From an optimization exercise on the open Yosys and OpenROAD flow, aimed at small area; shortcuts taken in it are not production practice.
In this exercise RTL edits were held to simulation tests only and were not proved equivalent to the original.
No driver is modelled on the clock port, so clock power and skew are understated where the tree is cut down; a real chip needs a root buffer or a tree.

== build 89 ==
==> flow/design.v <==
module ksih (
    input  wire        clk,
    input  wire        rst,           
    output wire [3:0]  col_o,         
    input  wire [3:0]  row_i,         
    output wire [4:0]  out_o,         
    output wire        out_we_o,      
    input  wire        edge_i,        
    output wire        irq_o,         
    input  wire        invoke_i,      
    output wire        ret_o,         
    output wire        busy_o,        
    input  wire        hcmd_valid_i,  
    input  wire [10:0] hcmd_i,        
    output wire [7:0]  hrdata_o       
);
    reg [3:0] s_q;
    reg [3:0] col_q;
    reg [4:0] out_q;
    reg       ier_q;
    reg       isr_q;
    reg [7:0] hrdata_q;
    wire idle   = (s_q == 4'd0 || s_q == 4'd1 || s_q == 4'd2 || s_q == 4'd3);
    wire hv     = idle && hcmd_valid_i && !invoke_i;
    wire [2:0] op  = hcmd_i[10:8];
    wire       a0  = hcmd_i[0];
    wire s_out  = (s_q == 4'd12 || s_q == 4'd13 || s_q == 4'd14 || s_q == 4'd15);
    wire s_outm = (s_q == 4'd11);
    wire s_col1 = (s_q == 4'd6);
    wire s_coln = (s_q == 4'd7);
    wire s_dis  = (s_q == 4'd4);
    wire s_en   = (s_q == 4'd10);
    wire s_clr  = (s_q == 4'd9);
    wire [3:0] rl  = ~row_i;
    wire       hit = (rl == 4'b0001) | (rl == 4'b0010) | (rl == 4'b0100) | (rl == 4'b1000);
    wire rc1 = rl[2] | rl[3];
    wire rc0 = rl[1] | rl[3];
    wire [1:0] rr = {s_q[1], s_q[0]};
    wire cc1 = !col_q[2] | !col_q[3];
    wire cc0 = !col_q[1] | !col_q[3];
    reg [3:0] code;
    always @(*) begin
        case ({rr, cc1, cc0})
            4'd0: code = 4'hD;
            4'd1: code = 4'hE;
            4'd2: code = 4'hF;
            4'd3: code = 4'h0;
            4'd4: code = 4'hC;
            4'd5: code = 4'h9;
            4'd6: code = 4'h8;
            4'd7: code = 4'h7;
            4'd8: code = 4'hB;
            4'd9: code = 4'h6;
            4'd10: code = 4'h5;
            4'd11: code = 4'h4;
            4'd12: code = 4'hA;
            4'd13: code = 4'h3;
            4'd14: code = 4'h2;
            default: code = 4'h1;
        endcase
    end
    reg [3:0] s_d;
    always @(*) begin
        case (s_q)
            4'd4: s_d = 4'd5;
            4'd5: s_d = isr_q ? 4'd6 : 4'd1;
            4'd6, 4'd7: s_d = 4'd8;
            4'd8: s_d = hit ? (4'd12 | ({3'b000, rc1} << 1) | ({3'b000, rc0} << 0)) :
                          col_q[3] ? 4'd7 : 4'd11;
            4'd12, 4'd13, 4'd14, 4'd15, 4'd11: s_d = 4'd9;
            4'd9: s_d = 4'd10;
            4'd10: s_d = 4'd1;
            default: s_d = invoke_i ? 4'd4 : (hv && op == 3'd2) ? 4'd2 : 4'd0;
        endcase
    end
    always @(posedge clk) begin
        if (rst) begin
            s_q      <= 4'd0;
            col_q    <= 4'b1111;
            ier_q    <= 1'b0;
            isr_q    <= 1'b0;
            hrdata_q <= 8'h00;
        end else begin
            s_q <= s_d;
            if (s_col1)
                col_q <= 4'b1110;
            else if (s_coln)
                col_q <= {col_q[2:0], col_q[3]};
            else if (hv && op == 3'd0)
                col_q <= hcmd_i[3:0];
            if (s_dis || (hv && op == 3'd4 && a0))
                ier_q <= 1'b0;
            else if (s_en || (hv && op == 3'd6 && a0))
                ier_q <= 1'b1;
            isr_q <= edge_i | (isr_q & ~(s_clr || (hv && op == 3'd5 && a0)));
            if (hv && op == 3'd1)
                hrdata_q <= {row_i, col_q};
            else if (hv && op == 3'd3)
                hrdata_q <= {7'b0, isr_q};
        end
    end
    always @(posedge clk) begin
        if (rst)
            ;
        else if (s_out)
            out_q <= {1'b0, code};
        else if (s_outm)
            out_q <= 5'h10;
        else if (hv && op == 3'd2)
            out_q <= hcmd_i[4:0];
    end
    assign col_o    = col_q;
    assign out_o    = out_q;
    assign out_we_o = (s_q == 4'd2 || s_q == 4'd9);
    assign irq_o    = ier_q & isr_q;
    assign ret_o    = (s_q == 4'd1);
    assign busy_o   = !idle;
    assign hrdata_o = hrdata_q;
endmodule
clock: 10.0 ns
lec_check: 0
cap_margin: 20
core_margin: 2
core_utilization: 40
slew_margin: 20
standard.sh (not shown) runs the stock make flow with config.mk's settings and CLKGATE_MAP_FILE= SYNTH_SCRIPT=/design/flow/synth_recipe.tcl, a recipe that flattens the netlist after the stock synthesis.
==> flow/flow/run.sh <==
#!/bin/bash
# Own layout flow on top of the standard flow (standard.sh):
#  1. the standard synthesis, unchanged;
#  2. its combinational logic re-mapped for area by Yosys/ABC, every
#     register kept as the same cell instance with the same name;
#  3. the standard layout, with a buf_1 buffer on every port and a clock
#     tree cut down to a single buffer (flow/onebuf.tcl, after CTS).
# Each tool writes its full output to a log file in this folder.
set -euo pipefail
W=$(pwd)
R=$W/orfs/results/$FLOW_PLATFORM/ksih/base
LIB=$FLOW_HOME/platforms/sky130hd/lib/sky130_fd_sc_hd__tt_025C_1v80.lib

bash standard.sh synth > synth.log 2>&1

cp $R/1_2_yosys.v $W/standard_synth.v
cat > $W/remap.ys <<EOS
read_liberty -ignore_miss_func $LIB
read_verilog $W/standard_synth.v
hierarchy -top $FLOW_TOP
blackbox sky130_fd_sc_hd__dfxtp_1 sky130_fd_sc_hd__edfxtp_1
flatten
rename -hide w:*.*
opt_clean -purge
tee -o $W/remap_before.txt stat -liberty $LIB
abc -liberty $LIB -dont_use *lpflow* -dont_use *probe* -script $W/flow/remap.abc
setundef -zero
hilomap -singleton -hicell sky130_fd_sc_hd__conb_1 HI -locell sky130_fd_sc_hd__conb_1 LO
opt_clean -purge
rename -enumerate -pattern rmp_%
tee -o $W/remap_after.txt stat -liberty $LIB
write_verilog -noattr -noexpr -nohex -nodec $W/remapped.v
EOS
${YOSYS_EXE:-yosys} -s $W/remap.ys > remap.log 2>&1
cp $W/remapped.v $R/1_2_yosys.v

ONEBUF_CELL=sky130_fd_sc_hd__clkbuf_16 bash standard.sh \
  "POST_CTS_TCL=$W/flow/onebuf.tcl" \
  "BUFFER_PORTS_ARGS=-buffer_cell sky130_fd_sc_hd__buf_1" \
  "CTS_ARGS=-sink_clustering_enable -repair_clock_nets -dont_use_dummy_load -buf_list sky130_fd_sc_hd__clkbuf_8" \
  finish > layout.log 2>&1
==> flow/flow/onebuf.tcl <==
# POST_CTS hook: the clock tree of this small design needs only one buffer.
# Move every sink of the leaf clock buffers onto the root buffer's net,
# remove the leaf buffers, and size the root buffer.
set blk [ord::get_db_block]
set root ""
foreach inst [$blk getInsts] {
  set oterm [$inst findITerm X]
  if { $oterm == "NULL" } { continue }
  set ia [$inst findITerm A]
  if { $ia == "NULL" } { continue }
  set in [$ia getNet]
  if { $in != "NULL" && [$in getName] == "clk" && [string match "clkbuf_*" [$inst getName]] } { set root $inst }
}
set rnet [[$root findITerm X] getNet]
set leaves {}
foreach it [$rnet getITerms] {
  set inst [$it getInst]
  if { $inst != $root && [string match "clkbuf_*" [$inst getName]] } { lappend leaves $inst }
}
foreach leaf $leaves {
  set lnet [[$leaf findITerm X] getNet]
  foreach it [$lnet getITerms] {
    if { [$it getInst] != $leaf } { $it disconnect; $it connect $rnet }
  }
  odb::dbInst_destroy $leaf
  odb::dbNet_destroy $lnet
}
set m [[ord::get_db] findMaster $::env(ONEBUF_CELL)]
$root swapMaster $m
puts "onebuf: [$root getName] now $::env(ONEBUF_CELL), removed [llength $leaves] leaf buffers"
detailed_placement
estimate_parasitics -placement
==> flow/flow/remap.abc <==
strash
&get -n
&deepsyn -T 60
&dch -f
&nf -R 1000
&put
Build 89 reached the end of the flow, and the finished layout is clean on the timing, design-rule and antenna checks.
## Diff of input files: build 11 against build 89
--- a/flow/flow/run.sh
+++ b/flow/flow/run.sh
@@ -7 +7 @@
-#     tree cut down to a single buffer (flow/onebuf.tcl, after CTS).
+#     tree without dummy loads.
@@ -37,2 +37 @@
-ONEBUF_CELL=sky130_fd_sc_hd__clkbuf_16 bash standard.sh \
-  "POST_CTS_TCL=$W/flow/onebuf.tcl" \
+bash standard.sh \
removed: flow/flow/onebuf.tcl
The end point of the critical path comes out out_we_o in one run and hrdata_q[2] in the other, namely in build 11 and build 89 respectively.
Build 11 vs build 89 — met3 wirelength from detailed routing dropped by more than a quarter
Compared with build 89, in build 11 total met2 wirelength after detailed routing shrank by 37 um, tapcell count stayed essentially flat, worst endpoint data arrival time now sits lower.
Re sequential share of cell area: build 11 and build 89 aren't equal, and the lower value belongs to build 11.
Compared with build 89, in build 11 area overhead of the layout relative to synthesis higher, total length of routed wires went up, proportion of final cell area spent on non-clock buffers was more or less identical, core utilization rose by 0.64 points, worst setup slack went down by 0.084 ns.
Summary of the comparison: slew at the pin closest to its max-slew limit is lower in build 11, relative to build 89.
Input changes introduced in build 13 (baseline for comparison: build 11):
==> flow/flow/run.sh <==
#!/bin/bash
# Own layout flow: the standard flow (standard.sh) with the standard
# synthesis unchanged; then the combinational logic is re-mapped for area
# (OpenROAD restructure, before floorplanning), every port gets a buf_1
# buffer, and the clock tree has no dummy loads.
set -euo pipefail
W=$(pwd)
bash standard.sh synth > synth.log 2>&1
bash standard.sh \
  "PRE_FLOORPLAN_TCL=$W/flow/restructure.tcl" \
  "BUFFER_PORTS_ARGS=-buffer_cell sky130_fd_sc_hd__buf_1" \
  "CTS_ARGS=-sink_clustering_enable -repair_clock_nets -dont_use_dummy_load -buf_list sky130_fd_sc_hd__clkbuf_8" \
  finish > layout.log 2>&1
==> flow/flow/restructure.tcl (new file) <==
# PRE_FLOORPLAN hook: re-map the combinational logic of the standard
# synthesis for area with OpenROAD's restructure (registers are untouched).
set_dont_use $::env(DONT_USE_CELLS)
set rs_lib ""
foreach l $::env(LIB_FILES) {
  if { [string match "*sky130_fd_sc_hd__tt*" $l] } { set rs_lib $l }
}
report_design_area
file mkdir $::env(OBJECTS_DIR)/restructure
restructure -target area -liberty_file $rs_lib \
  -tielo_port sky130_fd_sc_hd__conb_1/LO -tiehi_port sky130_fd_sc_hd__conb_1/HI \
  -work_dir $::env(OBJECTS_DIR)/restructure
report_design_area
removed: flow/flow/remap.abc
--- outcome ---
- 2_1_floorplan: build 13 exited with error
- Build 13 vs. build 11: width of the die saw an increase; effective utilization at floorplan decreased by 0.52 points relative to the old numbers; synthesized area now larger.

[afterwards: timing with drivers on the ports]
In the flow no input, the clock included, has a driving cell. The finished layouts below were timed again as built, in two steps.
Step 1 (the two cells are an assumption about what drives the block):
set clk [get_ports {clk}]
set_driving_cell -lib_cell sky130_fd_sc_hd__clkbuf_16 $clk
set_driving_cell -lib_cell sky130_fd_sc_hd__buf_2 [delete_from_list [all_inputs] $clk]
Step 2 adds t to the input delays and takes it off the output delays; t is the mean of the earliest and latest rising clock arrival at the registers after step 1. Input paths then give back, and output paths get back, about the clock's delay inside the block.
Three values: no drivers, after step 1, after step 2; two values: the first two.
run | t (ns) | setup slack, ns | worst hold slack (ns) | clock arrival spread, ns | worst slew at a driven data input, ns
build 89 | 0.181 | 6.541 / 6.532 / 6.370 | 0.478 / 0.478 / 0.478 | 0.004 / 0.004 | 0.03
build 11 | 0.286 | 6.457 / 6.430 / 6.373 | 0.477 / 0.477 / 0.477 | 0.014 / 0.014 | 0.03
After both steps setup and hold are still met in every run listed. For build 89, which loses most, drivers alone change the setup slack by -0.009 ns; drivers and shift together by -0.171 ns.
